From an optimization exercise on the open Yosys and OpenROAD flow, aimed at small area, a short achievable clock period and few clock cycles; shortcuts taken in it are not production practice.
RTL that was checked went through simulation tests only; none was proved equivalent to the original.
For runs 1 and 2, only the layout was checked, not whether the RTL still works.
Power figures rest on the tool's default switching activity, not on a simulated workload.

[flow/run.sh]
#!/bin/bash
# synth_recipe.tcl (not shown) runs the flow's synth.tcl, then flattens the netlist and writes it again
# the make line also repeats each setting of config.mk as NAME=value (left out here)
make -C /OpenROAD-flow-scripts/flow DESIGN_CONFIG=/design/flow/config.mk WORK_HOME=/design/flow/orfs CLKGATE_MAP_FILE= SYNTH_SCRIPT=/design/flow/synth_recipe.tcl finish
[flow/config.mk]
export PLATFORM = sky130hd
export DESIGN_NAME = sdio_spi_engine
export DESIGN_NICKNAME = sdio_spi_engine
export VERILOG_FILES = /design/flow/design.v
export SDC_FILE = /design/flow/constraint.sdc
export NUM_CORES = 4
export LEC_CHECK = 0
export CAP_MARGIN = 20
export CORE_MARGIN = 2
export CORE_UTILIZATION = 40
export SETUP_SLACK_MARGIN = 1.5
export SLEW_MARGIN = 20
[flow/constraint.sdc]
create_clock -name core_clock -period 5.0 [get_ports {clk}]
set_input_delay 1.0000 -clock core_clock [delete_from_list [all_inputs] [get_ports {clk}]]
set_output_delay 1.0000 -clock core_clock [all_outputs]
set_load 0.01 [all_outputs]
[flow/design.v]
module sdio_spi_engine (
    input  wire        clk,
    input  wire        rst,             
    input  wire        op_valid,
    output wire        op_ready,
    input  wire [7:0]  op_sel,          
    input  wire [7:0]  op_index,
    input  wire [31:0] op_arg,
    input  wire [16:0] op_count,
    input  wire [9:0]  op_block_size,
    input  wire        op_mode,
    input  wire [1:0]  op_fn,
    input  wire [2:0]  op_width,
    output wire        res_valid,
    output wire [3:0]  res_code,
    output wire [7:0]  res_status,
    output wire [7:0]  res_stuff,
    output wire        ev_valid,
    output wire [2:0]  ev_kind,
    output reg  [7:0]  ev_tx,
    input  wire        ev_ready,
    input  wire [7:0]  ev_rx,
    input  wire        wd_valid,
    output wire        wd_ready,
    input  wire [7:0]  wd_data,
    output reg         rd_valid,
    output wire [7:0]  rd_data
);
    function [6:0] crc7_byte(input [6:0] acc, input [7:0] b);
        integer k;
        reg [6:0] r;
        reg fb;
        begin
            r = acc;
            for (k = 7; k >= 0; k = k - 1) begin
                fb = b[k] ^ r[6];
                r  = {r[5:0], 1'b0};
                if (fb) r = r ^ 7'h09;
            end
            crc7_byte = r;
        end
    endfunction
    function [15:0] crc16_byte(input [15:0] acc, input [7:0] b);
        integer k;
        reg [15:0] r;
        begin
            r = acc ^ {b, 8'h00};
            for (k = 0; k < 8; k = k + 1) begin
                if (r[15]) r = {r[14:0], 1'b0} ^ 16'h1021;
                else       r = {r[14:0], 1'b0};
            end
            crc16_byte = r;
        end
    endfunction
    localparam [5:0] S_CS1   = {3'd0, 3'd0},    
                     S_CS0   = {3'd0, 3'd1},    
                     S_CTX   = {3'd0, 3'd2},    
                     S_PTOK  = {3'd1, 3'd2},    
                     S_PDAT  = {3'd2, 3'd2},    
                     S_PCRC  = {3'd3, 3'd2},    
                     S_PSTOP = {3'd4, 3'd2},    
                     S_RDY   = {3'd0, 3'd3},    
                     S_RESP  = {3'd1, 3'd3},    
                     S_STUFF = {3'd2, 3'd3},    
                     S_GTOK  = {3'd3, 3'd3},    
                     S_GPAY  = {3'd4, 3'd3},    
                     S_GCRC  = {3'd5, 3'd3},    
                     S_DRT   = {3'd6, 3'd3},    
                     S_FIN   = {3'd7, 3'd3},    
                     S_CRIT1 = {3'd0, 3'd4},
                     S_CRIT0 = {3'd0, 3'd5},
                     S_IDLE  = {3'd0, 3'd6},
                     S_PWAIT = {3'd1, 3'd6},    
                     S_FAULT = {3'd0, 3'd7},    
                     S_DONE  = {3'd1, 3'd7};    
    localparam [2:0] R_SUCCESS       = 3'd0,
                     R_UNSPECIFIED   = 3'd1,
                     R_NOT_READY     = 3'd2,
                     R_INV_RESP      = 3'd3,
                     R_INV_RESP_DATA = 3'd4,
                     R_INV_CRC       = 3'd5,
                     R_TIMEOUT       = 3'd6;
    localparam [1:0] T_CMD = 2'd0, T_SET = 2'd1, T_GET = 2'd2, T_PUT = 2'd3;
    reg [5:0]  state;
    reg [1:0]  optype;
    reg [2:0]  idx;        
    reg [1:0]  step;       
    reg [2:0]  res;
    reg [9:0]  cnt;        
    reg [15:0] crc;        
    reg [31:0] u;
    wire acc = ev_valid & ev_ready;
    wire rx_ff = (ev_rx == 8'hFF);
    wire cnt1  = (cnt == 10'd1);
    wire [16:0] rem = u[16:0];
    wire rem1 = (rem == 17'd1);
    wire rem0 = (rem == 17'd0);
    function [16:0] dec17(input [16:0] a);
        integer i;
        begin
            dec17[0] = ~a[0];
            for (i = 1; i < 17; i = i + 1)
                dec17[i] = a[i] ^ ((a & ((17'd1 << i) - 17'd1)) == 17'd0);
        end
    endfunction
    function [9:0] dec10(input [9:0] a);
        integer i;
        begin
            dec10[0] = ~a[0];
            for (i = 1; i < 10; i = i + 1)
                dec10[i] = a[i] ^ ((a & ((10'd1 << i) - 10'd1)) == 10'd0);
        end
    endfunction
    wire [16:0] rem_dec = dec17(rem);
    wire [9:0]  cnt_dec = dec10(cnt);
    wire is63 = idx[1];
    wire is53 = idx[0] & ~idx[1];
    assign ev_valid = ~(state[2] & state[1]);
    assign ev_kind  = state[2:0];
    assign op_ready = (state == S_IDLE);
    assign res_valid = (state[2:0] == 3'd7);
    assign res_code  = state[3] ? {1'b0, res} : 4'd8;
    assign res_status = u[15:8];
    assign res_stuff  = u[7:0];
    assign rd_data   = ev_tx;      
    assign wd_ready  = (state == S_PWAIT) |
                       (((state == S_PTOK) | ((state == S_PDAT) & ~cnt1)) & ev_ready);
    wire [5:0] ix = op_index[5:0];
    wire idx_ok   = (op_index[7:6] == 2'b00) &&
                    ((ix == 6'd0) || (ix[5:1] == 5'b11010) || (ix == 6'd63));
    wire bs_ok    = op_block_size[9] == (op_block_size[8:0] == 9'd0);
    wire width_ok = (op_width == 3'd1) || (op_width == 3'd2) || (op_width == 3'd4);
    wire fn_ok    = op_fn[1] ^ op_fn[0];
    wire cnt_nz   = (op_count != 17'd0);
    wire cnt_le512 = (op_count[16:10] == 7'd0) && (!op_count[9] || op_count[8:0] == 9'd0);
    wire put_ok   = cnt_nz && (op_mode ? bs_ok : cnt_le512);
    wire [7:0] fb0 = {2'b01, idx[2], idx[2], idx[1], idx[2], idx[1], idx[0]};
    wire is_set = (optype == T_SET);
    wire [1:0] aw_fn   = u[3:2];
    wire [1:0] aw_code = u[1:0];
    wire [7:0] fb1 = is_set ? {1'b1, aw_fn, 5'b00010} : u[31:24];
    wire [7:0] fb2 = is_set ? 8'h00 : u[23:16];
    wire [7:0] fb3 = is_set ? {5'b00000, step, 1'b0} : u[15:8];
    wire [7:0] fb4 = is_set ? ((step == 2'd0) ? u[23:16] :
                               (step == 2'd1) ? u[31:24] : {6'd0, aw_code}) : u[7:0];
    wire [6:0] crc7_nx = crc7_byte(crc[6:0], ev_tx);
    wire [7:0] fb5 = is63 ? 8'hFF : {crc7_nx, 1'b1};
    wire [15:0] crc16_nx = crc16_byte(crc, ev_tx);
    wire [2:0] drt_res = (ev_rx == 8'hE5) ? R_SUCCESS :
                         (ev_rx == 8'hEB || ev_rx == 8'hED) ? R_INV_RESP :
                         rx_ff ? R_TIMEOUT : R_UNSPECIFIED;
    always @(posedge clk) begin
        rd_valid <= ~rst & (state == S_GPAY) & ev_ready;
        if (rst) begin
            state <= S_IDLE;
        end else begin
            case (state)
            S_IDLE: begin
                if (op_valid) begin
                    res  <= R_SUCCESS;
                    step <= 2'd0;
                    u    <= op_arg;
                    case (op_sel)
                        8'h10: begin
                            optype <= T_CMD;
                            idx    <= {op_index[4], op_index[3], op_index[0]};
                            state  <= idx_ok ? S_CS1 : S_FAULT;
                        end
                        8'h30: begin
                            optype <= T_SET;
                            idx    <= 3'b100;
                            u[3:0] <= {op_fn, op_width[2], op_width[1]};
                            state  <= (width_ok && fn_ok) ? S_CS1 : S_FAULT;
                        end
                        8'h20: begin
                            optype    <= T_GET;
                            u[16:0]   <= op_count;
                            u[26:17]  <= op_block_size;
                            state     <= bs_ok ? S_CS1 : S_FAULT;
                        end
                        8'h21: begin
                            optype    <= T_PUT;
                            u[16:0]   <= op_mode ? op_count : 17'd1;
                            u[26:17]  <= op_mode ? op_block_size : op_count[9:0];
                            u[27]     <= op_mode && (op_count[16:1] != 16'd0);
                            state     <= put_ok ? S_CS1 : S_FAULT;
                        end
                        default: state <= S_FAULT;
                    endcase
                end
            end
            S_FAULT, S_DONE: state <= S_IDLE;
            S_CS1: if (ev_ready) begin
                cnt <= 10'd200;
                if (optype == T_GET) begin
                    state <= rem0 ? S_CS0 : S_GTOK;
                end else if (optype == T_CMD && is63) begin
                    ev_tx <= fb0;
                    cnt   <= 10'd6;
                    state <= S_CTX;
                end else begin
                    state <= S_RDY;
                end
            end
            S_RDY: begin
                crc <= 16'h0000;
                ev_tx <= (optype == T_PUT) ? (u[27] ? 8'hFC : 8'hFE) : fb0;
                if (ev_ready) begin
                    if (rx_ff) begin
                        cnt   <= 10'd6;
                        state <= (optype == T_PUT) ? S_PTOK : S_CTX;
                    end else if (cnt1) begin
                        res   <= R_NOT_READY;
                        cnt   <= 10'd255;
                        state <= (optype == T_PUT) ? S_FIN : S_CS0;
                    end else begin
                        cnt <= cnt_dec;
                    end
                end
            end
            S_CTX: if (ev_ready) begin
                crc[6:0] <= crc7_nx;
                cnt      <= cnt_dec;
                case (cnt[2:0])
                    3'd6:    ev_tx <= fb1;
                    3'd5:    ev_tx <= fb2;
                    3'd4:    ev_tx <= fb3;
                    3'd3:    ev_tx <= fb4;
                    default: ev_tx <= fb5;
                endcase
                if (cnt1) begin
                    cnt   <= 10'd200;
                    state <= S_RESP;
                end
            end
            S_RESP: if (ev_ready) begin
                u[15:8] <= ev_rx;
                res     <= (ev_rx != 8'h00) ? R_INV_RESP : R_SUCCESS;
                cnt     <= cnt_dec;
                if (!rx_ff || cnt1) state <= S_STUFF;
            end
            S_STUFF: if (ev_ready) begin
                if (!is_set) u[7:0] <= ev_rx;
                if (res == R_SUCCESS && is53 && ev_rx != 8'h00)
                    res <= R_INV_RESP_DATA;
                state <= S_CS0;
            end
            S_CS0: if (ev_ready) begin
                if (is_set && step != 2'd2 && res == R_SUCCESS) begin
                    step  <= step + 2'd1;
                    state <= S_CS1;
                end else begin
                    state <= S_DONE;
                end
            end
            S_GTOK: begin
                crc <= 16'hFE00;
                if (ev_ready) begin
                    ev_tx <= ev_rx;
                    cnt <= cnt_dec;
                    if (ev_rx == 8'hFE) begin
                        cnt   <= u[26:17];
                        state <= S_GPAY;
                    end else if (cnt1) begin
                        res   <= R_TIMEOUT;
                        state <= S_CS0;
                    end
                end
            end
            S_GPAY: if (ev_ready) begin
                crc     <= crc16_nx;
                ev_tx   <= ev_rx;
                u[16:0] <= rem_dec;
                cnt     <= cnt_dec;
                if (cnt1 || rem1) begin
                    cnt   <= 10'd2;
                    state <= S_GCRC;
                end
            end
            S_GCRC: if (ev_ready) begin
                crc   <= crc16_nx;
                ev_tx <= ev_rx;
                cnt   <= cnt_dec;
                if (cnt1) begin
                    if ({ev_tx, ev_rx} != crc) begin
                        res   <= R_INV_CRC;
                        state <= S_CS0;
                    end else if (rem0) begin
                        state <= S_CS0;
                    end else begin
                        cnt   <= 10'd200;
                        state <= S_GTOK;
                    end
                end
            end
            S_PTOK: if (ev_ready) begin
                cnt <= u[26:17];
                if (wd_valid) begin
                    ev_tx <= wd_data;
                    state <= S_PDAT;
                end else begin
                    state <= S_PWAIT;
                end
            end
            S_PWAIT: if (wd_valid) begin
                ev_tx <= wd_data;
                state <= S_PDAT;
            end
            S_PDAT: if (ev_ready) begin
                cnt <= cnt_dec;
                crc <= crc16_nx;
                if (cnt1) begin
                    ev_tx <= crc16_nx[15:8];
                    cnt   <= 10'd2;
                    state <= S_PCRC;
                end else if (wd_valid) begin
                    ev_tx <= wd_data;
                end else begin
                    state <= S_PWAIT;
                end
            end
            S_PCRC: if (ev_ready) begin
                ev_tx <= crc[7:0];
                cnt   <= cnt_dec;
                if (cnt1) state <= S_CRIT1;
            end
            S_CRIT1: if (ev_ready) begin
                cnt   <= 10'd4;
                state <= S_DRT;
            end
            S_DRT: if (ev_ready) begin
                cnt <= cnt_dec;
                if (!rx_ff || cnt1) begin
                    res   <= drt_res;
                    state <= S_CRIT0;
                end
            end
            S_CRIT0: if (ev_ready) begin
                cnt <= 10'd255;
                ev_tx <= 8'hFD;
                if (res != R_SUCCESS) begin
                    state <= S_FIN;
                end else if (rem1) begin
                    state <= u[27] ? S_PSTOP : S_FIN;
                end else begin
                    u[16:0] <= rem_dec;
                    cnt     <= 10'd200;
                    state   <= S_RDY;
                end
            end
            S_PSTOP: if (ev_ready) begin
                cnt   <= 10'd255;
                state <= S_FIN;
            end
            S_FIN: if (ev_ready) begin
                cnt <= cnt_dec;
                if (rx_ff || cnt1) state <= S_CS0;
            end
            default: state <= S_IDLE;
            endcase
        end
    end
endmodule
==> notes.md, run 1 <==
Status = complete, no violations
Largest net degree at the start of global routing = 38
Worst vdd ir = 0.1749 mV
Area of the multi-input gates = 4727 um^2
1st-pass router iterations = 7
FF/Latch Area = 2426 um^2
CTS tree = built
WS Path Type = in -> reg
Final period util = 68.56%
Global-route usage over all layers = 28.21%
Number of global-route vias before repair = 7,294
Setup Viol. Count Final = 0
Final setup TNS = 0 ns
Site Rows = 50
Die area = 20,320 um^2
Clk buf depth = 2
RePlAce Congestion = 0.9800
Synth Warn # = 1
CP Launch Type = primary input
Min-delay worst type = reg -> reg
Via density = 6.234
Setup ws final = 1.572 ns
Fill cell total of the finished layout = 1,816
Hold wc startpoint = cnt[0]
Synthesized cell area = 7679 um^2
RSZ-0062 raised after global routing = true
Clock buffer count from CTS = 9
CTS Sinks = 83
EDFF count, synth = 76
Port Buf Inserts = 145
Crit path cell chain = clkdlybuf4s50_1 > nand3_1 > o311ai_4 > a22oi_2 > o31ai_4 > o2111ai_4 > nor3_1 > a211oi_1
Ant. Diodes = 0
FF-to-FF Start = u[4]
Iter 0 DRT Violations = 827
Layout Utilization = 50.33%
Root Buffer = clkbuf_16
Synth area leader = edfxtp_1
Worst-path clk slew = 0.07 ns
Starting Density = 40.91%
CP max stage delay = 0.77 ns
Skew final = 0.008703 ns
CP Capture Type = flop
Area contributors post-synth = edfxtp_1, xnor2_1, nand2_1
CP startpoint = ev_rx[5]
Detailed placer's ending HPWL = 22,410 um
Die height = 142.6 um
Mapped Cells = 925
Die W = 142.6 um
Pre-CTS setup slack = 1.178 ns
Initial antenna violation count = 0
Max Slew Vio Count = 0
Unique masters post-synth = 89
Fmax = 291.7 MHz
P&R area growth vs syn = 23.02%
Seq cells post-synth = 83
CTS Hold Buffers Added = 0
Ys flop type = edfxtp_1
Slew @ Worst Pin = 1.088 ns
Slew HR = 27.22%
Sequential area share after synthesis = 31.55%
P per Cell Area = 403.6 nW/um^2
Syn_area_per_cell = 8.301 um^2
Detailed Route WL = 28,930 um
FFs w/ async S/R, synth = 0%
H-Tree Depth = 3
Arrival time at the worst endpoint = 3.64 ns
Global-route wire length before repair = 43,360 um
Critical Path Fanout Max = 10
Nets = 1,133
Final ANT Viol Nets = 0
Final hold violation count = 0
Static Leak = 3.421 nW
WL/cell = 23.09 um
Core ar. = 18,770 um^2
CP required = 5.22 ns
Share of cells above drive strength 1 = 6.477%
Syn nets = 1,044
Number of max-cap violations = 0
Crit-path slowest cell = clkdlybuf4s50_1
Top cell type's share of synthesized area = 29.72%
Post-route minimum period = 3.428 ns
CP Buf/Inv Count = 1
DR DRC count = 0
Grt ovf = 0
Vias = 7,811
CP top delay family = compound AO/OA/AOI/OAI gates
# IOs = 146
Clock latency on the worst-skew pair = 0.36 ns
## routing by layer
layer / track usage, % / part of all wire [%]
met1: 40.20 / 44
met2: 43.83 / 45
met3: 5.081 / 8.9
met4: 7.921 / 1.7
met5: 0 / 0
## Yosys cell counts, types with 5 or more instances
cell / instances
a211oi_1: 11
a21oi_1: 63
a221oi_1: 11
a222oi_1: 6
a22o_1: 5
a22oi_1: 10
a31oi_1: 24
and2_1: 12
and3_1: 17
buf_2: 15
buf_4: 31
clkbuf_1: 31
dfxtp_1: 7
edfxtp_1: 76
ha_1: 17
inv_1: 24
mux2i_1: 12
nand2_1: 95
nand2b_1: 15
nand3_1: 20
nand3b_1: 6
nand4_1: 16
nand4b_1: 5
nor2_1: 79
nor2b_1: 12
nor3_1: 26
nor3b_1: 5
nor4_1: 14
o211ai_1: 7
o21ai_0: 47
o21ai_1: 13
o221ai_1: 14
o22ai_1: 11
or3_1: 9
xnor2_1: 49
xor2_1: 15
## power breakdown
| group | leakage [nW] | switching [mW] | total [mW] | internal, mW |
|---|---|---|---|---|
| Sequential | 0.758 | 0.238 | 1.21 | 0.971 |
| Clock | 0.146 | 0.317 | 0.709 | 0.392 |
| Combinational | 2.52 | 1.07 | 1.89 | 0.824 |
| Total | 3.42 | 1.63 | 3.81 | 2.19 |
## registers in the layout, summed over array words and instances (netlist names), 2 cells and up
| register | flops |
|---|---|
| res | 3 |
| idx | 3 |
| step | 2 |
| optype | 2 |
| cnt | 10 |
| ev_tx | 8 |
| crc | 16 |
| state | 6 |
| u | 32 |
## worst register-to-register path, cell delays in order (launching register included)
cell	delay, ns
edfxtp_1	0.53
nor4_1	0.51
nand2_1	0.14
inv_1	0.12
nand2_1	0.10
nor4_2	0.43
ha_1	0.38
nand3b_1	0.29
nand2_1	0.08
a21boi_0	0.28
a31oi_1	0.12
## layout make-up
cell class	count	area share, %
Tap cell	234	3.099
Multi-Input combinational cell	730	50.04
Inverter	28	1.126
Sequential cell	83	25.68
Clock inverter	7	0.7947
Timing Repair Buffer	162	16.87
Clock buffer	9	2.384
## final timing paths
path,depth (start not counted),end,slack [ns]
hold reg to reg,1,cnt[0],0.69
setup reg to reg,10,cnt[3],1.77
hold / removal,1,cnt[0],0.69
setup / recovery,8,state[3],1.57
## stage by stage
stage	total power [mW]	cells	instance area [um^2]	hold slack, ns
4_1_cts	3.782	1253	9407	0.6773
6_report	3.813	1253	9447	0.6927
2_1_floorplan	2.633	925	7680	0.5632
3_5_place_dp	3.050	1236	9076	0.6643
5_1_grt	3.999	1253	9447	0.7227
3_3_place_gp	3.053	1236	9076	0.6553
## what timing repair did
| item | CTS | global route |
|---|---|---|
| endpoints found under the setup margin | 2 | 16 |
| gates resized for setup | 9 | 10 |
| pin swaps | 0 | 0 |
| buffers inserted | 1 | 0 |
## cell usage in the layout (no fill, tap or decap), types with 5 or more instances in the layout
cell / count
buf_4: 16
o22ai_1: 11
clkdlybuf4s50_1: 139
xnor2_1: 49
o211ai_1: 7
nor2_1: 79
dlymetal6s2s_1: 5
clkbuf_16: 9
a31oi_1: 24
nand3_1: 19
a22oi_1: 10
mux2i_1: 12
nor4_1: 13
nand2b_1: 14
nor3b_1: 5
a221oi_1: 11
nor2b_1: 12
nor3_1: 26
or3_1: 8
a222oi_1: 6
a21oi_1: 63
o221ai_1: 14
o21ai_1: 13
and2_1: 12
inv_1: 23
nand3b_1: 6
o21ai_0: 47
nand4b_1: 5
a211oi_1: 11
xor2_1: 15
and3_1: 17
nand2_1: 95
nand4_1: 16
edfxtp_1: 76
ha_1: 17
a22o_1: 5
## kinds of logic after synthesis
logic type	share of synthesized area (%)
and+or+nand+nor	23.89
AOI/OAI and AO/OA	24.34
buffers and inverters	7.528
DFF	31.55
xor gates and xnor gates	7.724
adders and majority gates	2.770
muxes	2.200
==> run 2: changes to the inputs <==
--- a/flow/config.mk
+++ b/flow/config.mk
@@ -9,4 +9,4 @@
 export CORE_MARGIN = 2
 export CORE_UTILIZATION = 40
-export SETUP_SLACK_MARGIN = 1.5
+export SETUP_SLACK_MARGIN = 2.0
 export SLEW_MARGIN = 20
==> run 2 against run 1 <==
Largest cell class unchanged. Die area stayed put. Worst setup slack better by 0.39 ns. Highest routed layer unchanged. Critical path depth down 3. Sequential power hardly changed. Critical endpoint is now wd_ready. Via count increased by 1.8%. Combinational power is essentially flat. Clock power decreased by 11%. Non-clock buffer count increased by 9. Cell count grew 0.56%. Cell area is 1.2% higher. Critical path type is now in -> out. Global-route usage is 0.56 points higher. Still clean. Sequential share of layout area fell by 0.21 points.
==> notes.md, run 2 <==
Fmax = 329.5 MHz
WL/cell = 23.28 um
Number of global-route vias before repair = 7,509
P per Cell Area = 392.4 nW/um^2
Initial antenna violation count = 0
Nets = 1,142
Sequential area share after synthesis = 31.55%
Design area = 9563 um^2
Site Rows = 50
Min-delay worst type = reg -> reg
Number of max-cap violations = 0
Placed Area = 9089 um^2
Via density = 6.311
Iter 0 DRT Violations = 1,001
CP Capture Type = output port
Arrival time at the worst endpoint = 2.03 ns
Die W = 142.6 um
CTS Sinks = 83
Total power = 3.753 mW
R2R Path End = cnt[7]
Final ANT Viol Nets = 0
RSZ-0062 raised after global routing = true
Final hold violation count = 0
Vias = 7,952
Depth of the worst register-to-register path = 7
Grt ovf = 0
Die area = 20,320 um^2
CP Launch Type = primary input
Largest net degree at the start of global routing = 38
Starting Density = 40.91%
Clock latency on the worst-skew pair = 0.36 ns
Setup Viol. Count Final = 0
Critical Path Fanout Max = 2
CP startpoint = ev_ready
Final setup TNS = 0 ns
Detailed Route WL = 29,340 um
Global-route wire length before repair = 44,360 um
Worst vdd ir = 0.1600 mV
Area contributors post-synth = edfxtp_1, xnor2_1, nand2_1
Clock buffer count from CTS = 9
Die height = 142.6 um
Global-route usage over all layers = 28.77%
Root Buffer = clkbuf_16
Core ar. = 18,770 um^2
Skew final = 0.01130 ns
Clk buf depth = 2
Ant. Diodes = 0
CTS tree = built
Port Buf Inserts = 145
Largest register by flop count = u
Static Leak = 3.411 nW
Ys flop type = edfxtp_1
Worst hold path endpoint = state[1]
RePlAce Congestion = 0.9862
R2R setup slack = 2.11 ns
Final period util = 60.70%
CP required = 4.00 ns
Seq cells post-synth = 83
Mapped Cells = 925
FF-to-FF Start = state[5]
FFs w/ async S/R, synth = 0%
EDFF count, synth = 76
Detailed placer's ending HPWL = 22,580 um
# IOs = 146
WS Path Type = in -> out
Hold wc startpoint = state[1]
Status = complete, no violations
Most common cell after layout, fill and taps aside = clkdlybuf4s50_1
Top cells by count, synth = nand2_1, nor2_1, edfxtp_1, a21oi_1, xnor2_1
Top cell type's share of synthesized area = 29.72%
Post-route minimum period = 3.035 ns
Largest registers = u x32, crc x16, cnt x10
Synth area leader = edfxtp_1
DR DRC count = 0
Slew @ Worst Pin = 0.9064 ns
Syn_area_per_cell = 8.301 um^2
Worst-path clk slew = 0.07 ns
Synth Warn # = 1
Synthesized cell area = 7679 um^2
Most common cell in the netlist = nand2_1
Hold path depth = 2
Most frequent cells in the layout = clkdlybuf4s50_1, nand2_1, nor2_1
Slew HR = 39.17%
Unique masters post-synth = 89
H-Tree Depth = 3
Max Slew Vio Count = 0
Max reg flops = 32
1st-pass router iterations = 6
P&R area growth vs syn = 24.54%
Syn nets = 1,044
Share of cells above drive strength 1 = 9.942%
==> run 2: critical path, cell delays in order <==
cell             delay (ns)
clkdlybuf4s50_1        0.47
buf_6                  0.11
clkinvlp_4             0.08
a21oi_2                0.13
clkdlybuf4s15_2        0.24
==> run 2: cell families (layout without fill, tap and decap cells) <==
family | count (synthesis) | count (layout) | share of synthesized area, %
AOI/OAI and AO/OA | 275 | 275 | 24.34
xor gates and xnor gates | 66 | 66 | 7.724
adders and majority gates | 17 | 17 | 2.770
buffers and inverters | 112 | 213 | 7.528
DFF | 83 | 83 | 31.55
muxes | 16 | 16 | 2.200
and+or+nand+nor | 356 | 356 | 23.89
==> run 2: timing repair <==
action	CTS	global route
endpoints found under the setup margin	66	39
hold buffers	0	0
pin swaps	1	4
gates resized for setup	50	23
buffers inserted	3	6
==> run 2: worst max path at each step <==
stage / to / cells after the start
5_1_grt: wd_ready / 5
3_3_place_gp: cnt[2] / 8
3_5_place_dp: cnt[2] / 8
2_1_floorplan: cnt[2] / 8
6_report: wd_ready / 5
4_1_cts: wd_ready / 4
==> run 2: per-layer routing <==
layer	up-vias	global-route usage (%)	share of wire, %
met1	3774	40.83	43
met5	-	0	0
li1	3656	-	-
met4	0	9.276	2.5
met2	464	44.38	44
met3	58	5.114	9.8
==> run 2: area by class of cell <==
type                    instances  area, um^2
fillers                      1824        9205
multi-input cells             730        4808
flip-flops and latches         83        2436
repair buffers                171        1647
well taps                     234       292.8
clock buffers                  10       229.0
inverters                      28       121.4
clock inverters                 4       28.78
==> run 2: stage by stage <==
stage                     hold slack, ns  utilization [%]  cells  setup slack [ns]
after floorplan                   0.5632                -    925             2.177
after global placement            0.6433            48.43   1237             1.303
final                             0.6424            50.95   1260             1.965
after detailed placement          0.6477            48.43   1237             1.215
after global routing              0.6784            50.95   1260             1.902
after CTS                         0.6436            50.49   1254             1.871
==> run 2: power by group <==
part	internal, mW	switching, mW	total, mW	leakage (nW)
Clock	0.332	0.299	0.632	0.121
Sequential	0.974	0.250	1.22	0.758
Combinational	0.827	1.07	1.90	2.53
==> run 3: changes to the inputs <==
--- a/flow/design.v
+++ b/flow/design.v
@@ -122,5 +122,5 @@
     assign res_code  = state[3] ? {1'b0, res} : 4'd8;
     assign res_status = u[15:8];
-    assign res_stuff  = u[7:0];
+    assign res_stuff  = ev_tx;     
     assign rd_data   = ev_tx;      
     assign wd_ready  = (state == S_PWAIT) |
@@ -147,7 +147,6 @@
     wire [7:0] fb5 = is63 ? 8'hFF : {crc7_nx, 1'b1};
     wire [15:0] crc16_nx = crc16_byte(crc, ev_tx);
-    wire [2:0] drt_res = (ev_rx == 8'hE5) ? R_SUCCESS :
-                         (ev_rx == 8'hEB || ev_rx == 8'hED) ? R_INV_RESP :
-                         rx_ff ? R_TIMEOUT : R_UNSPECIFIED;
+    wire [2:0] drt_res = (ev_tx == 8'hEB || ev_tx == 8'hED) ? R_INV_RESP :
+                         (ev_tx == 8'hFF) ? R_TIMEOUT : R_UNSPECIFIED;
     always @(posedge clk) begin
         rd_valid <= ~rst & (state == S_GPAY) & ev_ready;
@@ -241,5 +240,5 @@
             end
             S_STUFF: if (ev_ready) begin
-                if (!is_set) u[7:0] <= ev_rx;
+                ev_tx <= ev_rx;
                 if (res == R_SUCCESS && is53 && ev_rx != 8'h00)
                     res <= R_INV_RESP_DATA;
@@ -330,14 +329,13 @@
             end
             S_DRT: if (ev_ready) begin
-                cnt <= cnt_dec;
-                if (!rx_ff || cnt1) begin
-                    res   <= drt_res;
-                    state <= S_CRIT0;
-                end
+                cnt   <= cnt_dec;
+                ev_tx <= ev_rx;
+                if (!rx_ff || cnt1) state <= S_CRIT0;
             end
             S_CRIT0: if (ev_ready) begin
                 cnt <= 10'd255;
                 ev_tx <= 8'hFD;
-                if (res != R_SUCCESS) begin
+                if (ev_tx != 8'hE5) begin
+                    res   <= drt_res;
                     state <= S_FIN;
                 end else if (rem1) begin
--- a/flow/config.mk
+++ b/flow/config.mk
@@ -9,4 +9,4 @@
 export CORE_MARGIN = 2
 export CORE_UTILIZATION = 40
-export SETUP_SLACK_MARGIN = 2.0
+export SETUP_SLACK_MARGIN = 2.6
 export SLEW_MARGIN = 20
==> run 3 against run 2 <==
Still clean. Sequential share of layout area decreased by 6.1 points. Sequential power decreased by 9.8%. Critical path depth unchanged. Count of clock-buffer cells in the layout unchanged. Wire length increased by 19%. First-iteration DRC count increased by 2.5%. Register-to-register slack improved by 0.37 ns. Core utilization increased by 16 points.
==> notes.md, run 3 <==
FFs w/ async S/R, synth = 0%
FF-to-FF Start = state[2]
Slew HR = 40.91%
Slew @ Worst Pin = 0.8796 ns
Depth of the worst register-to-register path = 9
Worst hold path endpoint = state[5]
CTS Sinks = 83
EDFF count, synth = 76
Seq cells post-synth = 83
Switching share of power = 42.47%
P&R area growth vs syn = 63.46%
Final setup TNS = 0 ns
Fmax = 360.9 MHz
Combinational Power Share = 59.0%
Status = complete, no violations
Via density = 6.531
CP Buf/Inv Count = 1
WL/cell = 24.90 um
Hold wc startpoint = state[5]
Ys flop type = edfxtp_1
RSZ-0062 raised after global routing = true
Most common cell in the netlist = nand2_1
Pint = 2.549 mW
Root Buffer = clkbuf_16
Number of global-route vias before repair = 8,602
Max Slew Vio Count = 0
Detailed Route WL = 35,050 um
Top cell type's share of synthesized area = 29.71%
Critical Path Fanout Max = 2
Starting Density = 40.93%
Synth Warn # = 1
Clk buf depth = 2
Setup Viol. Count Final = 0
H-Tree Depth = 3
Sw power = 1.882 mW
Skew final = 0.01174 ns
Die height = 142.6 um
Arrival time at the worst endpoint = 1.77 ns
Clock buffer count from CTS = 9
Placed Area = 9184 um^2
CTS Hold Buffers Added = 0
Static Leak = 4.623 nW
Largest net degree at the start of global routing = 27
Most frequent cells in the layout = buf_4, clkdlybuf4s50_1, edfxtp_1
Global-route usage over all layers = 32.56%
Site Rows = 50
P per Cell Area = 352.9 nW/um^2
Total power = 4.431 mW
Port Buf Inserts = 145
Area contributors post-synth = edfxtp_1, xnor2_1, nand2_1
Clock latency on the worst-skew pair = 0.37 ns
WS Path Type = reg -> out
CP top delay family = simple AND/OR/NAND/NOR gates
Ant. Diodes = 0
Initial antenna violation count = 0
Syn nets = 1,038
Unique masters post-synth = 82
Number of max-cap violations = 0
Crit-path slowest cell = nor4_4
Core ar. = 18,770 um^2
Min-delay worst type = reg -> reg
Iter 0 DRT Violations = 1,026
Max reg flops = 32
Fill cell total of the finished layout = 1,490
Worst vdd ir = 0.1694 mV
Largest registers = u x32, crc x16, cnt x10
Detailed placer's ending HPWL = 23,010 um
Reg power frac = 24.8%
Synth area leader = edfxtp_1
# IOs = 146
Mapped Cells = 919
Clock share of power = 16.2%
CTS tree = built
Nets = 1,288
Most common cell after layout, fill and taps aside = buf_4
CP Launch Type = flop
Share of cells above drive strength 1 = 39.10%
Vias = 9,196
Top cells by count, synth = nand2_1, edfxtp_1, nor2_1, a21oi_1, o21ai_0
CP required = 4.00 ns
Post-route minimum period = 2.771 ns
Final hold violation count = 0
Largest register by flop count = u
Final period util = 55.41%
Final std cells w/o fill = 1,408
Synthesized cell area = 7681 um^2
Worst-path clk slew = 0.07 ns
Cells after DPL = 1,226
Crit path cell chain = nor4_4 > a311oi_4 > o211ai_4 > nor2_2 > buf_2
Hold path depth = 2
R2R Path End = ev_tx[1]
Pre-CTS setup slack = 1.424 ns
Design area = 12,560 um^2
Syn_area_per_cell = 8.358 um^2
Die W = 142.6 um
Grt ovf = 0
Global-route wire length before repair = 50,290 um
CP Capture Type = output port
RePlAce Congestion = 1.001
Sequential area share after synthesis = 31.54%
R2R setup slack = 2.48 ns
Setup ws final = 2.229 ns
Die area = 20,330 um^2
1st-pass router iterations = 6
Final ANT Viol Nets = 0
DR DRC count = 0
CP max stage delay = 0.44 ns
[run 3: cell types whose count changed after synthesis, moves of 9 or more]
cell	delta
a211oi_1	+14
nor2_1	-12
o21ai_1	-12
o221ai_1	-11
a21oi_1	-10
nand3_1	+10
clkbuf_1	+9
nand2_1	-9
[run 3: timing repair]
| item | 4_1_cts | 5_1_grt |
|---|---|---|
| pin swaps | 71 | 63 |
| setup endpoints to repair | 178 | 118 |
| gates cloned | 11 | 2 |
| buffers inserted | 93 | 60 |
| hold endpoints to repair | 0 | 0 |
| resized for setup | 326 | 168 |
[run 3: worst max-delay path by stage]
stage          startpoint        end  slack, ns  cells after the start
2_1_floorplan   op_sel[2]  optype[0]       2.18                      5
3_3_place_gp    op_sel[2]      u[13]       1.41                      8
3_5_place_dp    op_sel[2]   state[1]       1.42                      9
4_1_cts            cnt[3]   wd_ready       2.23                      5
5_1_grt            cnt[6]   wd_ready       2.17                      6
6_report           cnt[8]   wd_ready       2.23                      5
[run 3: cell families after synthesis]
logic type                 share of synthesized area, %
buffers and inverters                             7.509
muxes                                             1.727
adders and majority gates                         2.769
AOI/OAI and AO/OA                                 26.76
xor gates and xnor gates                          7.412
DFF                                               31.54
and+or+nand+nor                                   22.28
[run 3: worst reg2reg max path: stages, from the launching register on]
cell and delay (ns):
dfxtp_2 0.33, buf_8 0.12, buf_4 0.14, clkbuf_16 0.15, or4_4 0.57, nor2_4 0.17, nand2_1 0.11, and3_1 0.26
a211oi_4 0.21, buf_12 0.17
[run 3: power groups by stage]
stage               Combinational (mW)  Sequential, mW  Clock, mW
finish                            2.61            1.10      0.717
CTS                               2.22            1.09      0.711
global placement                  1.74            1.14          0
floorplan                         1.19            1.06          0
global route                      2.75            1.11      0.738
detailed placement                1.73            1.14          0
[run 3: metrics by stage]
stage	hold WS (ns)	utilization (%)
floorplan	0.5766	-
global placement	0.6160	48.93
detailed placement	0.6318	48.93
CTS	0.6399	60.42
global route	0.6580	66.90
finish	0.6062	66.90
[run 3: final cells by class]
class                      count  area, um^2  area share, %
multi-input combinational    721        6152          49.00
timing repair buffer         326        3237          25.78
sequential                    83        2439          19.42
tap                          234       292.8          2.332
clock buffer                  10       229.0          1.824
inverter                      28       132.6          1.056
clock inverter                 6       73.82         0.5879
[run 3: layer usage]
layer	global-route usage, %	up-vias	part of all wire, %
met3	6.696	171	11
met5	0	-	0
li1	-	4000	-
met4	17.04	0	6.3
met2	53.49	696	46
met1	40.33	4329	37
Testbench counts of run 3, summed over its fixed seeds: cycles 293,774.
==> run 4: changes to the inputs <==
--- a/flow/config.mk
+++ b/flow/config.mk
@@ -9,4 +9,4 @@
 export CORE_MARGIN = 2
 export CORE_UTILIZATION = 40
-export SETUP_SLACK_MARGIN = 2.6
+export SETUP_SLACK_MARGIN = 2.3
 export SLEW_MARGIN = 20
==> run 4 against run 3 <==
Wire length down 13%. Cell count is 9.2% lower. Still clean on timing, DRC and antenna. Flip-flop and latch count did not move. Die area unchanged. Count of clock-buffer cells in the layout fell by 1. Worst setup slack got worse by 0.016 ns. Hold slack improved by 0.044 ns. First-iteration DRC count fell by 20%. Core utilization is 13 points lower. Cell area fell by 19%. Non-clock buffer count decreased by 129.
==> notes.md, run 4 <==
Pre-CTS setup slack = 1.360 ns
Worst-path clk slew = 0.06 ns
Synth area leader = edfxtp_1
Clock latency on the worst-skew pair = 0.36 ns
Min-delay worst type = reg -> reg
Largest registers = u x32, crc x16, cnt x10
CP max stage delay = 0.45 ns
Skew final = 0.01034 ns
Synthesized cell area = 7681 um^2
Final setup TNS = 0 ns
Sequential area share after synthesis = 31.54%
Mapped Cells = 919
Nets = 1,158
Crit-path slowest cell = edfxtp_1
Final ANT Viol Nets = 0
Largest net degree at the start of global routing = 37
Die height = 142.6 um
Cells after DPL = 1,225
Top cells by count, synth = nand2_1, edfxtp_1, nor2_1, a21oi_1, o21ai_0
Area contributors post-synth = edfxtp_1, xnor2_1, nand2_1
Setup ws final = 2.213 ns
Iter 0 DRT Violations = 822
FFs w/ async S/R, synth = 0%
Slew @ Worst Pin = 0.9428 ns
Arrival time at the worst endpoint = 1.79 ns
Hold wc startpoint = u[0]
Number of global-route vias before repair = 7,831
Grt ovf = 0
Most frequent cells in the layout = clkdlybuf4s50_1, nand2_1, edfxtp_1
Syn nets = 1,038
WS Path Type = reg -> out
Worst vdd ir = 0.1539 mV
Via density = 6.503
Root Buffer = clkbuf_16
Setup Viol. Count Final = 0
Final period util = 55.74%
CP required = 4.00 ns
Fmax = 358.8 MHz
Total power = 3.814 mW
Final hold violation count = 0
Die area = 20,330 um^2
CP startpoint = cnt[5]
WL/cell = 23.85 um
RSZ-0062 raised after global routing = true
DR DRC count = 0
Port Buf Inserts = 145
Initial antenna violation count = 0
Final hold slack = 0.6506 ns
Final std cells w/o fill = 1,278
Share of cells above drive strength 1 = 18.20%
Core ar. = 18,770 um^2
H-Tree Depth = 3
CP Launch Type = flop
CP Capture Type = output port
Stages on worst setup path = 6
Post-route minimum period = 2.787 ns
Site Rows = 50
Layout Utilization = 54.29%
FF-to-FF Start = state[3]
RePlAce Congestion = 1.005
Slew HR = 36.66%
Syn_area_per_cell = 8.358 um^2
Design area = 10,190 um^2
Status = complete, no violations
Static Leak = 3.598 nW
Largest register by flop count = u
Critical Path Fanout Max = 3
Most common cell after layout, fill and taps aside = clkdlybuf4s50_1
Detailed Route WL = 30,490 um
P&R area growth vs syn = 32.64%
Global-route wire length before repair = 45,560 um
Crit path cell chain = nor4_4 > buf_4 > a311oi_2 > o211ai_2 > nor2_1 > buf_2
CP Buf/Inv Count = 2
Clk buf depth = 2
R2R Path End = crc[4]
CTS Sinks = 83
1st-pass router iterations = 6
Global-route usage over all layers = 29.44%
Starting Density = 40.93%
Die W = 142.6 um
Number of max-cap violations = 0
CP top delay family = flip-flops
Seq cells post-synth = 83
Depth of the worst register-to-register path = 5
Top cell type's share of synthesized area = 29.71%
Synth Warn # = 1
Detailed placer's ending HPWL = 22,800 um
Ys flop type = edfxtp_1
Crit path capture = wd_ready
P per Cell Area = 374.3 nW/um^2
CTS tree = built
Vias = 8,311
Clock buffer count from CTS = 9
Unique masters post-synth = 82
Most common cell in the netlist = nand2_1
Placed Area = 9096 um^2
Ant. Diodes = 0
EDFF count, synth = 76
# IOs = 146
R2R setup slack = 2.25 ns
Max reg flops = 32
Max Slew Vio Count = 0
-- run 4: metal layers --
metal | track usage [%] | share of wire (%) | up-vias
li1 | - | - | 3748
met1 | 37.89 | 40 | 3879
met2 | 48.23 | 46 | 570
met3 | 4.307 | 9.2 | 114
met4 | 14.80 | 5.1 | 0
met5 | 0 | 0 | -
-- run 4: worst min path at each step --
stage | endpoint | depth (start not counted)
after global placement | u[0] | 1
after floorplan | ev_tx[0] | 1
after global routing | u[0] | 1
final | u[0] | 1
after detailed placement | u[0] | 1
after CTS | u[0] | 1
-- run 4: timing repair --
item | in CTS | in global routing
setup endpoints to repair | 135 | 75
pin swaps | 22 | 19
hold buffers | 0 | 0
gates resized for setup | 113 | 73
gates cloned | 1 | 2
buffers inserted | 24 | 10
hold endpoints to repair | 0 | 0
-- run 4: cell families (layout without fill, tap and decap cells) --
logic type,after synthesis,in the layout,synth area share [%]
mux,13,13,1.727
simple gates,333,334,22.28
buf+inv,117,241,7.509
fa+ha+maj,17,17,2.769
xor+xnor,65,65,7.412
compound gates,291,291,26.76
flops,83,83,31.54
-- run 4: layout make-up --
| class | count | area [um^2] |
|---|---|---|
| clock inverters | 7 | 76.32 |
| fillers | 1761 | 8579 |
| inverters | 28 | 115.1 |
| repair buffers | 197 | 1888 |
| flip-flops and latches | 83 | 2431 |
| clock buffers | 9 | 225.2 |
| multi-input cells | 720 | 5160 |
| well taps | 234 | 292.8 |
-- run 4: power breakdown --
group          switching, mW  internal (mW)
sequential             0.213          0.946
clock                  0.308          0.391
combinational           1.10          0.860
total                   1.62           2.20
-- run 4: worst register-to-register path, delay by kind of cell, from the launching register on --
kind                   cells  cell delay, ns
and+or+nand+nor            2            1.20
DFF                        1            0.32
AOI/OAI and AO/OA          2            0.68
buffers and inverters      1            0.18
==> run 5: changes to the inputs <==
==> flow/flow/run.sh (new file) <==
#!/bin/bash
# Layout flow: the standard ORFS flow, with the port buffers that
# buffer_ports inserts made from plain sky130_fd_sc_hd__buf_1 cells
# instead of the delay-buffer cell it picks by default. The make output
# of every step goes to standard.log; ORFS keeps each tool's own log
# under orfs/logs/.
set -euo pipefail
export BUFFER_PORTS_ARGS="-buffer_cell sky130_fd_sc_hd__buf_1"
bash standard.sh finish > standard.log 2>&1
==> flow/standard.sh (new file) <==
#!/bin/bash
# synth_recipe.tcl (not shown) runs the flow's synth.tcl, then flattens the netlist and writes it again
# the make line also repeats each setting of config.mk as NAME=value (left out here)
make -C /OpenROAD-flow-scripts/flow DESIGN_CONFIG=/design/flow/config.mk WORK_HOME=/design/flow/orfs CLKGATE_MAP_FILE= SYNTH_SCRIPT=/design/flow/synth_recipe.tcl "${@:-finish}"
--- a/flow/config.mk
+++ b/flow/config.mk
@@ -9,4 +9,4 @@
 export CORE_MARGIN = 2
 export CORE_UTILIZATION = 40
-export SETUP_SLACK_MARGIN = 2.3
+export SETUP_SLACK_MARGIN = 2.0
 export SLEW_MARGIN = 20
removed: flow/run.sh
==> run 5 against run 4 <==
Hold slack worse by 0.00069 ns. Largest cell class unchanged. Global-route usage is 1.4 points lower. Critical path depth stayed put. Core utilization is 8.1 points lower. Worst setup slack worse by 0.18 ns. Sequential share of layout area is 4.1 points higher. Clock power is 2% lower. Cell area is 15% lower. Sequential power hardly changed.
==> notes.md, run 5 <==
Status = complete, no violations
Setup Viol. Count Final = 0
Final setup TNS = 0 ns
WS Path Type = reg -> out
H-Tree Depth = 3
Top cell type's share of synthesized area = 29.71%
Core ar. = 18,770 um^2
Initial antenna violation count = 0
CTS Hold Buffers Added = 0
CP required = 4.00 ns
1st-pass router iterations = 8
EDFF count, synth = 76
Ys flop type = edfxtp_1
Max reg flops = 32
P&R area growth vs syn = 12.77%
Largest net degree at the start of global routing = 28
Worst-path clk slew = 0.07 ns
Die height = 142.6 um
Die W = 142.6 um
CP Launch Type = flop
Seq cells post-synth = 83
Min-delay worst type = reg -> reg
Final hold slack = 0.6499 ns
Global-route wire length before repair = 43,620 um
Share of cells above drive strength 1 = 8.300%
Setup ws final = 2.033 ns
Syn nets = 1,038
Most common cell after layout, fill and taps aside = buf_1
Static Leak = 2.912 nW
Skew final = 0.007707 ns
Synthesized cell area = 7681 um^2
Area contributors post-synth = edfxtp_1, xnor2_1, nand2_1
Top cells by count, synth = nand2_1, edfxtp_1, nor2_1, a21oi_1, o21ai_0
Synth area leader = edfxtp_1
Cells after DPL = 1,225
Layout Utilization = 46.15%
P per Cell Area = 401.6 nW/um^2
Die area = 20,330 um^2
Via density = 6.428
Slew @ Worst Pin = 1.288 ns
Fill cell total of the finished layout = 1,897
Final ANT Viol Nets = 0
Worst vdd ir = 0.1741 mV
Max Slew Vio Count = 0
Iter 0 DRT Violations = 813
Slew HR = 14.14%
Design area = 8662 um^2
Critical Path Fanout Max = 10
Arrival time at the worst endpoint = 1.97 ns
Pre-CTS setup slack = 1.438 ns
CTS Sinks = 83
Ant. Diodes = 0
Detailed Route WL = 28,480 um
Vias = 8,009
Grt ovf = 0
DR DRC count = 0
Clk buf depth = 2
Clock latency on the worst-skew pair = 0.35 ns
WL/cell = 22.85 um
Largest register by flop count = u
Root Buffer = clkbuf_16
Detailed placer's ending HPWL = 21,880 um
FFs w/ async S/R, synth = 0%
Number of global-route vias before repair = 7,507
Post-route minimum period = 2.967 ns
Starting Density = 40.93%
Final period util = 59.35%
Port Buf Inserts = 145
Syn_area_per_cell = 8.358 um^2
Final std cells w/o fill = 1,246
Synth Warn # = 1
CP Capture Type = output port
RePlAce Congestion = 1.016
Total power = 3.479 mW
Placed Area = 8172 um^2
Nets = 1,126
Number of max-cap violations = 0
Most frequent cells in the layout = buf_1, nand2_1, edfxtp_1
Fmax = 337.0 MHz
Mapped Cells = 919
Site Rows = 50
Clock buffer count from CTS = 9
Unique masters post-synth = 82
Global-route usage over all layers = 27.99%
Sequential area share after synthesis = 31.54%
CTS tree = built
Final hold violation count = 0
# IOs = 146
Largest registers = u x32, crc x16, cnt x10
Most common cell in the netlist = nand2_1
RSZ-0062 raised after global routing = true
run 5: cell counts after synthesis:
Identical to the previous run, type by type.
run 5: what timing repair did:
item	4_1_cts	5_1_grt
gates resized for setup	15	16
pin swaps	1	1
setup buffers	2	3
setup endpoints to repair	46	49
run 5: power breakdown:
part           total [mW]  switching [mW]  leakage, nW  internal, mW
clock               0.687           0.298        0.136         0.389
sequential           1.14           0.193        0.763         0.944
combinational        1.65            1.04         2.01         0.616
run 5: final cells by class:
class	count	area, um^2	area share [%]
clock inverters	7	73.82	0.8522
flip-flops and latches	83	2424	27.98
clock buffers	9	225.2	2.600
repair buffers	166	718.2	8.291
well taps	234	292.8	3.380
inverters	28	108.9	1.257
multi-input cells	719	4820	55.64
run 5: routing by layer:
layer | GRT usage, % | vias to the layer above | part of all wire, %
met3 | 4.441 | 87 | 10
met4 | 13.44 | 0 | 4.3
met1 | 37.51 | 3727 | 41
met2 | 44.08 | 528 | 45
met5 | 0 | - | 0
li1 | - | 3667 | -
run 5: critical path: stages, from the launching register on:
cell	delay, ns
edfxtp_1	0.53
nor4_1	0.35
buf_4	0.20
a311oi_1	0.11
o211ai_2	0.22
nor2_1	0.07
buf_1	0.12
run 5: logic make-up (layout without fill, tap and decap cells):
logic type                 count (synthesis)  count (layout)  synth area share, %
xor gates and xnor gates                  65              65                7.412
and+or+nand+nor                          333             333                22.28
buffers and inverters                    117             210                7.509
muxes                                     13              13                1.727
AOI/OAI and AO/OA                        291             291                26.76
DFF                                       83              83                31.54
adders and majority gates                 17              17                2.769
run 5: final timing paths:
kind	startpoint	end	slack, ns	cells past startpoint
min reg2reg	u[0]	u[0]	0.65	1
min	u[0]	u[0]	0.65	1
max reg2reg	state[2]	u[3]	2.09	7
max	cnt[2]	wd_ready	2.03	6
==> run 6: changes to the inputs <==
--- a/flow/config.mk
+++ b/flow/config.mk
@@ -9,4 +9,5 @@
 export CORE_MARGIN = 2
 export CORE_UTILIZATION = 40
-export SETUP_SLACK_MARGIN = 2.0
+export CTS_BUF_LIST = sky130_fd_sc_hd__clkbuf_8
+export SETUP_SLACK_MARGIN = 2.3
 export SLEW_MARGIN = 20
==> run 6 against run 5 <==
Largest cell class unchanged. Register-to-register slack improved by 0.29 ns. Synthesized cell count is the same. Worst setup slack better by 0.16 ns. Still clean. Wire length increased by 4.9%. Critical path type unchanged. Clock power shrank 15%.
==> notes.md, run 6 <==
Status = complete, no violations
Number of global-route vias before repair = 7,404
Initial antenna violation count = 0
Synth Area in Adders = 2.769%
Post-Synth XOR/XNOR Area = 7.412%
Max reg flops = 32
Worst-path clk slew = 0.09 ns
Detailed placer's ending HPWL = 22,030 um
Static Leak = 3.113 nW
Slew HR = 40.99%
Synth area leader = edfxtp_1
CP max stage delay = 0.46 ns
Vias = 8,288
Via density = 6.490
Most common cell in the netlist = nand2_1
Largest registers = u x32, crc x16, cnt x10
Die W = 142.6 um
Hold path depth = 1
CP Launch Type = flop
Arrival time at the worst endpoint = 1.81 ns
Clk buf depth = 2
Nets = 1,157
Clock buffer count from CTS = 9
Top cells by count, synth = nand2_1, edfxtp_1, nor2_1, a21oi_1, o21ai_0
CP Capture Type = output port
Number of max-cap violations = 0
RSZ-0062 raised after global routing = true
Global-route usage over all layers = 28.55%
Grt ovf = 0
CP required = 4.00 ns
Most frequent cells in the layout = buf_1, nand2_1, edfxtp_1
Final hold violation count = 0
# IOs = 146
CTS Sinks = 83
Share of cells above drive strength 1 = 15.24%
Final period util = 56.11%
Site Rows = 50
WL/cell = 23.39 um
Min-delay worst type = reg -> reg
CTS tree = built
CTS Hold Buffers Added = 0
1st-pass router iterations = 6
Mapped Cells = 919
Global-route wire length before repair = 43,990 um
Post-route minimum period = 2.806 ns
CP Buf/Inv Count = 1
Top cell type's share of synthesized area = 29.71%
Pre-CTS setup slack = 1.224 ns
Max Slew Vio Count = 0
Skew final = 0.01594 ns
Setup Viol. Count Final = 0
Clock latency on the worst-skew pair = 0.39 ns
Sequential area share after synthesis = 31.54%
Die height = 142.6 um
Synthesized cell area = 7681 um^2
Fill cell total of the finished layout = 1,875
CP top delay family = simple AND/OR/NAND/NOR gates
Post-Synth Simple-Gate Area = 22.28%
Seq cells post-synth = 83
Area contributors post-synth = edfxtp_1, xnor2_1, nand2_1
Starting Density = 40.93%
Crit-path slowest cell = edfxtp_1
Main combinational cell family by area after synthesis = compound AO/OA/AOI/OAI gates
Most common cell after layout, fill and taps aside = buf_1
Depth of the worst register-to-register path = 10
Final setup TNS = 0 ns
Syn nets = 1,038
Stages on worst setup path = 5
Largest net degree at the start of global routing = 29
DR DRC count = 0
Layout Utilization = 48.23%
Fmax = 356.4 MHz
H-Tree Depth = 3
Synth Warn # = 1
Slew @ Worst Pin = 0.8628 ns
Iter 0 DRT Violations = 933
Setup ws final = 2.194 ns
Final ANT Viol Nets = 0
Largest register by flop count = u
Port Buf Inserts = 145
P&R area growth vs syn = 17.84%
Worst vdd ir = 0.1570 mV
FFs w/ async S/R, synth = 0%
WS Path Type = reg -> out
Unique masters post-synth = 82
Ant. Diodes = 0
Core ar. = 18,770 um^2
RePlAce Congestion = 1.011
P per Cell Area = 388.8 nW/um^2
Syn_area_per_cell = 8.358 um^2
Ys flop type = edfxtp_1
Synth Area in Compound Gates = 26.76%
Root Buffer = clkbuf_8
Crit path cell chain = nor4_4 > a311oi_2 > o211ai_2 > nor2_1 > buf_2
Critical Path Fanout Max = 2
Mux contribution to synthesized area = 1.727%
Detailed Route WL = 29,870 um
Die area = 20,330 um^2
EDFF count, synth = 76
==> run 6: cell count changes in the layout (fill, tap and decap cells not counted), sizes merged <==
| cell | change |
|---|---|
| clkinv | +1 |
| clkinvlp | -2 |
| inv | +1 |
| clkbuf | +5 |
| bufinv | +1 |
| buf | +24 |
| or3 | +1 |
==> run 6: cell type report <==
class	instances	area [um^2]	share of cell area, %
sequential	83	2441	26.97
timing repair buffer	195	965.9	10.67
inverter	28	111.4	1.230
tap	234	292.8	3.235
timing repair inverter	1	7.507	0.08294
clock inverter	7	101.3	1.120
multi-input combinational	720	5007	55.32
clock buffer	9	123.9	1.369
==> run 6: power breakdown <==
part	leakage [nW]	switching (mW)	internal (mW)
Sequential	0.765	0.233	0.948
Clock	0.117	0.295	0.287
Combinational	2.23	1.05	0.704
==> run 6: worst reg2reg max path: cells and delay by family, from the launching register on <==
| family | cells | cell delay (ns) |
|---|---|---|
| simple gates | 5 | 1.30 |
| flops | 1 | 0.42 |
| compound gates | 3 | 0.40 |
| fa+ha+maj | 1 | 0.26 |
| buf+inv | 1 | 0.12 |
==> run 6: cells by family after synthesis <==
group,count (synthesis)
and+or+nand+nor,333
AOI/OAI and AO/OA,291
buffers and inverters,117
DFF,83
xor gates and xnor gates,65
adders and majority gates,17
muxes,13
==> run 6: per-stage QoR <==
step | hold slack [ns] | power, mW | cells | area, um^2
CTS | 0.6280 | 3.369 | 1252 | 8706
finish | 0.6241 | 3.519 | 1277 | 9051
global route | 0.6543 | 3.689 | 1277 | 9051
global placement | 0.6048 | 2.685 | 1222 | 8157
floorplan | 0.5766 | 2.237 | 919 | 7730
detailed placement | 0.6149 | 2.682 | 1222 | 8167
==> run 6: timing repair <==
action / 4_1_cts / 5_1_grt
endpoints found under the setup margin: 112 / 71
gates resized for setup: 55 / 39
pin swaps: 8 / 21
cloned: 1 / 1
buffers inserted: 13 / 24
==> run 6: routing by layer <==
metal | vias to the layer above | track usage [%] | part of all wire (%)
li1 | 3736 | - | -
met1 | 3878 | 38.18 | 40
met2 | 590 | 45.60 | 46
met3 | 84 | 4.509 | 9.7
met4 | 0 | 12.71 | 4.3
met5 | - | 0 | 0
==> run 6: final timing paths <==
kind / endpoint / slack [ns] / start
setup / recovery: wd_ready / 2.19 / cnt[3]
hold / removal: u[0] / 0.62 / u[0]
setup reg to reg: state[1] / 2.38 / u[10]
hold reg to reg: u[0] / 0.62 / u[0]
==> run 7: changes to the inputs <==
--- a/flow/config.mk
+++ b/flow/config.mk
@@ -9,5 +9,4 @@
 export CORE_MARGIN = 2
 export CORE_UTILIZATION = 40
-export CTS_BUF_LIST = sky130_fd_sc_hd__clkbuf_8
 export SETUP_SLACK_MARGIN = 2.3
 export SLEW_MARGIN = 20
==> run 7 against run 6 <==
Critical endpoint unchanged. Synthesized cell count unchanged. Combinational power decreased by 3%. Power increased by 3.9%. Core utilization increased by 0.36 points. Non-clock buffer count decreased by 6. Fmax increased by 0.93%. Largest power group unchanged.
==> notes.md, run 7 <==
Status = complete, no violations
Number of global-route vias before repair = 7,428
Ys flop type = edfxtp_1
H-Tree Depth = 3
# IOs = 146
Clock buffer count from CTS = 9
Starting Density = 40.93%
Stages on worst setup path = 5
Skew final = 0.01123 ns
CP Launch Type = flop
Global-route usage over all layers = 28.73%
Worst vdd ir = 0.1700 mV
Vias = 8,191
Sequential area share after synthesis = 31.54%
Syn_area_per_cell = 8.358 um^2
WS Path Type = reg -> out
Largest net degree at the start of global routing = 29
Grt ovf = 0
Synth Warn # = 1
CP Buf/Inv Count = 1
Most common cell in the netlist = nand2_1
Share of cells above drive strength 1 = 14.85%
Fill cell total of the finished layout = 1,873
Synthesized cell area = 7681 um^2
Final ANT Viol Nets = 0
Initial antenna violation count = 0
Slew HR = 40.70%
Port Buf Inserts = 145
Detailed placer's ending HPWL = 22,030 um
Site Rows = 50
Final hold slack = 0.6219 ns
Clock latency on the worst-skew pair = 0.35 ns
Die height = 142.6 um
Most common cell after layout, fill and taps aside = buf_1
Max reg flops = 32
Top cells by count, synth = nand2_1, edfxtp_1, nor2_1, a21oi_1, o21ai_0
Die area = 20,330 um^2
Ant. Diodes = 0
Mapped Cells = 919
WL/cell = 23.32 um
Hold path depth = 1
P per Cell Area = 401.0 nW/um^2
Setup ws final = 2.220 ns
Most frequent cells in the layout = buf_1, nand2_1, edfxtp_1
Pre-CTS setup slack = 1.224 ns
CP top delay family = flip-flops
Final hold violation count = 0
Synth area leader = edfxtp_1
Seq cells post-synth = 83
Global-route wire length before repair = 44,300 um
Worst-path clk slew = 0.07 ns
Core ar. = 18,770 um^2
CTS Hold Buffers Added = 0
Number of max-cap violations = 0
1st-pass router iterations = 6
Min-delay worst type = reg -> reg
Max Slew Vio Count = 0
Die W = 142.6 um
Via density = 6.445
Static Leak = 3.125 nW
Nets = 1,151
Setup Viol. Count Final = 0
Depth of the worst register-to-register path = 9
Largest registers = u x32, crc x16, cnt x10
Clk buf depth = 2
Syn nets = 1,038
Largest register by flop count = u
Final period util = 55.60%
CP max stage delay = 0.57 ns
Critical Path Fanout Max = 10
Slew @ Worst Pin = 0.8671 ns
CTS tree = built
EDFF count, synth = 76
Final setup TNS = 0 ns
Detailed Route WL = 29,640 um
Post-route minimum period = 2.780 ns
P&R area growth vs syn = 18.72%
Top cell type's share of synthesized area = 29.71%
CP Capture Type = output port
Arrival time at the worst endpoint = 1.78 ns
CTS Sinks = 83
Iter 0 DRT Violations = 900
FFs w/ async S/R, synth = 0%
RePlAce Congestion = 1.011
RSZ-0062 raised after global routing = true
Crit-path slowest cell = edfxtp_1
Root Buffer = clkbuf_16
Unique masters post-synth = 82
CP required = 4.00 ns
Fmax = 359.7 MHz
Area contributors post-synth = edfxtp_1, xnor2_1, nand2_1
DR DRC count = 0
Crit path cell chain = nor4_4 > a311oi_2 > o211ai_2 > nor2_1 > buf_2
[run 7: cell counts after synthesis]
Identical to the previous run, type by type.
[run 7: cells by family (layout without fill, tap and decap cells)]
kind of cell	Yosys count	in the layout	share of synthesized area (%)
DFF	83	83	31.54
and+or+nand+nor	333	334	22.28
xor gates and xnor gates	65	65	7.412
adders and majority gates	17	17	2.769
AOI/OAI and AO/OA	291	291	26.76
muxes	13	13	1.727
buffers and inverters	117	234	7.509
[run 7: power breakdown]
part	internal (mW)	total (mW)	switching, mW
Clock	0.446	0.761	0.315
Combinational	0.676	1.70	1.03
Sequential	0.949	1.19	0.245
Total	2.07	3.66	1.59
[run 7: metrics by stage]
stage / cells / total power [mW] / area (um^2) / util [%]
3_5_place_dp: 1222 / 2.682 / 8167 / 43.51
3_3_place_gp: 1222 / 2.685 / 8157 / 43.46
2_1_floorplan: 919 / 2.237 / 7730 / -
6_report: 1271 / 3.657 / 9119 / 48.59
4_1_cts: 1252 / 3.540 / 8802 / 46.90
5_1_grt: 1271 / 3.836 / 9119 / 48.59
[run 7: metal layers]
metal	vias up	GRT usage, %	part of all wire [%]
met5	-	0	0
met2	591	45.80	45
li1	3723	-	-
met1	3790	38.30	41
met4	0	13.13	4.4
met3	87	4.610	9.3
[run 7: cell type report]
class | instances | area (um^2) | area share [%]
multi-input combinational | 720 | 5015 | 54.99
tap | 234 | 292.8 | 3.211
clock inverter | 6 | 97.59 | 1.070
timing repair buffer | 189 | 927.1 | 10.17
sequential | 83 | 2441 | 26.77
timing repair inverter | 1 | 7.507 | 0.08233
clock buffer | 10 | 229.0 | 2.511
inverter | 28 | 108.9 | 1.194
[run 7: worst paths after layout]
check        slack, ns  startpoint       end
max               2.22      cnt[2]  wd_ready
min reg2reg       0.62        u[0]      u[0]
max reg2reg       2.35       u[10]  state[3]
min               0.62        u[0]      u[0]
[run 7: timing repair]
item / CTS / global route
gates resized for setup: 55 / 39
endpoints found under the setup margin: 112 / 71
pin swaps: 8 / 23
buffers inserted: 12 / 19
cloned: 2 / 0
[run 7: worst register-to-register path, stage by stage, from the launching register on]
cell,delay [ns]
edfxtp_1,0.41
or2_4,0.26
or4_4,0.56
nor4_4,0.15
ha_2,0.26
buf_4,0.12
nor2_1,0.04
and3_4,0.24
nor4_2,0.33
a211oi_1,0.12
==> run 8: changes to the inputs <==
--- a/flow/config.mk
+++ b/flow/config.mk
@@ -9,4 +9,4 @@
 export CORE_MARGIN = 2
 export CORE_UTILIZATION = 40
-export SETUP_SLACK_MARGIN = 2.3
+export SETUP_SLACK_MARGIN = 2.55
 export SLEW_MARGIN = 20
==> run 8 against run 7 <==
Die area unchanged. Core utilization increased by 4.8 points. Hold slack got worse by 0.0085 ns. Critical path depth increased by 1. Via count increased by 4.4%. Power increased by 5.4%. Highest routed layer unchanged.
==> notes.md, run 8 <==
Status = complete, no violations
EDFF count, synth = 76
Largest register by flop count = u
Global-route usage over all layers = 29.33%
CP Buf/Inv Count = 2
Iter 0 DRT Violations = 845
Most frequent cells in the layout = buf_1, nand2_1, edfxtp_1
Root Buffer = clkbuf_16
CTS tree = built
# IOs = 146
DR DRC count = 0
Port Buf Inserts = 145
Ys flop type = edfxtp_1
Clk buf depth = 2
Post-route minimum period = 2.768 ns
Syn nets = 1,038
Largest net degree at the start of global routing = 29
CTS Sinks = 83
Vias = 8,555
Final std cells w/o fill = 1,316
Wire length on met3 = 3061 um
WL/cell = 23.54 um
Site Rows = 50
Met2 wire len = 13,900 um
CP Capture Type = output port
DR top layer = met4
Die area = 20,330 um^2
Synthesized cell area = 7681 um^2
Min-delay worst type = reg -> reg
Sequential area share after synthesis = 31.54%
Core ar. = 18,770 um^2
CP Launch Type = flop
Die height = 142.6 um
Met1 wire length = 12,120 um
Clock buffer count from CTS = 9
Most common cell in the netlist = nand2_1
Detailed placer's ending HPWL = 22,010 um
Grt ovf = 0
RSZ-0062 raised after global routing = true
Final hold violation count = 0
Initial antenna violation count = 0
Static Leak = 3.427 nW
Final setup TNS = 0 ns
Fill cell total of the finished layout = 1,747
Arrival time at the worst endpoint = 1.77 ns
P&R area growth vs syn = 30.51%
Share of cells above drive strength 1 = 25.32%
1st-pass router iterations = 6
Crit path cell chain = nor4_4 > buf_4 > a311oi_2 > o211ai_2 > nor2_2 > buf_2
Seq cells post-synth = 83
Total power = 3.855 mW
Number of global-route vias before repair = 7,800
WS Path Type = reg -> out
Mapped Cells = 919
Synth Warn # = 1
CP required = 4.00 ns
FF/Latch Area = 2441 um^2
Detailed Route WL = 30,980 um
Cells after DPL = 1,219
Number of max-cap violations = 0
Area of the multi-input gates = 5483 um^2
Global-route wire length before repair = 45,330 um
Crit-path slowest cell = edfxtp_1
Clock latency on the worst-skew pair = 0.36 ns
Skew final = 0.006380 ns
Area contributors post-synth = edfxtp_1, xnor2_1, nand2_1
Die W = 142.6 um
CP max stage delay = 0.43 ns
Max reg flops = 32
Worst vdd ir = 0.1715 mV
Nets = 1,196
Top cell type's share of synthesized area = 29.71%
FFs w/ async S/R, synth = 0%
P per Cell Area = 384.5 nW/um^2
Syn_area_per_cell = 8.358 um^2
Top cells by count, synth = nand2_1, edfxtp_1, nor2_1, a21oi_1, o21ai_0
Fmax = 361.2 MHz
Slew @ Worst Pin = 0.9554 ns
CP top delay family = flip-flops
CTS Hold Buffers Added = 0
Setup Viol. Count Final = 0
Most common cell after layout, fill and taps aside = buf_1
Unique masters post-synth = 82
Synth area leader = edfxtp_1
Final period util = 55.37%
Ant. Diodes = 0
Slew HR = 36.18%
RePlAce Congestion = 0.9850
H-Tree Depth = 3
Max Slew Vio Count = 0
Largest registers = u x32, crc x16, cnt x10
Critical Path Fanout Max = 3
Final ANT Viol Nets = 0
Worst-path clk slew = 0.07 ns
Starting Density = 40.93%
Via density = 6.501
## run 8: cell types whose count changed in the layout (fill, tap and decap cells not counted), sizes merged
cell           before  now
buf               186  227
bufinv              2    1
clkdlybuf4s15       1    0
clkinv              3    1
clkinvlp            2    8
inv                28   29
or3                 4    5
## run 8: layer usage
metal	global-route usage, %	vias up
met5	0	-
li1	-	3811
met4	16.31	0
met3	4.004	143
met1	38.47	3977
met2	46.66	624
## run 8: path summary, 6_finish.rpt
check | startpoint | end | slack (ns) | depth (start not counted)
max | cnt[2] | wd_ready | 2.23 | 6
min reg2reg | u[0] | u[0] | 0.61 | 1
min | u[0] | u[0] | 0.61 | 1
max reg2reg | state[1] | state[1] | 2.44 | 8
## run 8: layout make-up
cell class | count | area share (%)
multi-input combinational | 721 | 54.69
sequential | 83 | 24.35
timing repair buffer | 230 | 13.54
tap | 234 | 2.921
clock buffer | 9 | 2.247
inverter | 28 | 1.148
clock inverter | 7 | 0.8238
timing repair inverter | 4 | 0.2746
## run 8: report_power, final
group | internal, mW | switching, mW
Sequential | 0.948 | 0.213
Combinational | 0.818 | 1.16
Clock | 0.396 | 0.323
Total | 2.16 | 1.69
## run 8: worst reg2reg max path: cells and delay by family (launching register included)
| family | cells | cell delay (ns) |
|---|---|---|
| AND/OR/NAND/NOR | 2 | 0.46 |
| buffers and inverters | 2 | 0.44 |
| AO/OA/AOI/OAI | 4 | 1.04 |
| flip-flops | 1 | 0.50 |
## run 8: timing repair
item / in CTS / in global routing
pin swaps: 49 / 32
setup buffers: 39 / 34
setup endpoints to repair: 142 / 107
gates cloned: 5 / 3
gates resized for setup: 131 / 74
## run 8: cell families (layout without fill, tap and decap cells)
group | Yosys count | after routing | share of synthesized area (%)
buffers and inverters | 117 | 278 | 7.509
AO/OA/AOI/OAI | 291 | 291 | 26.76
multiplexers | 13 | 13 | 1.727
XOR/XNOR | 65 | 65 | 7.412
AND/OR/NAND/NOR | 333 | 335 | 22.28
flip-flops | 83 | 83 | 31.54
adder cells (fa/ha/maj) | 17 | 17 | 2.769
## run 8: metrics by stage
step,utilization (%),setup slack [ns],hold WS [ns],instance area [um^2]
CTS,49.89,2.254,0.6142,9363
finish,53.41,2.232,0.6134,10020
floorplan,-,2.179,0.5766,7800
global placement,43.71,1.348,0.6026,8204
detailed placement,43.74,1.371,0.6057,8209
global route,53.41,2.193,0.6509,10020

## what the ideal ports hide
Ports are ideal in the flow. The routed layouts listed here were re-timed in OpenROAD.
Step 1, drivers: a clkbuf_16 drives clk and a buf_2 each remaining input, both assumed.
Step 2 times the ports against the registers' clock, not the clock port: input delays grow and output delays shrink by t, the midpoint of the rising clock arrivals with the driver on.
Three values: ideal ports, drivers, drivers and shift; two values: the first two.
run | t, ns | slack for setup (ns)
run 1 | 0.403 | 1.572 / 1.553 / 1.191
run 2 | 0.403 | 1.965 / 1.934 / 1.725
run 3 | 0.409 | 2.229 / 2.180 / 1.942
run 4 | 0.403 | 2.213 / 2.167 / 1.933
run 5 | 0.396 | 2.033 / 1.984 / 1.712
run 6 | 0.424 | 2.194 / 2.156 / 1.929
run 7 | 0.390 | 2.220 / 2.177 / 1.940
run 8 | 0.399 | 2.232 / 2.189 / 1.969
After both steps every run listed still meets setup and hold.
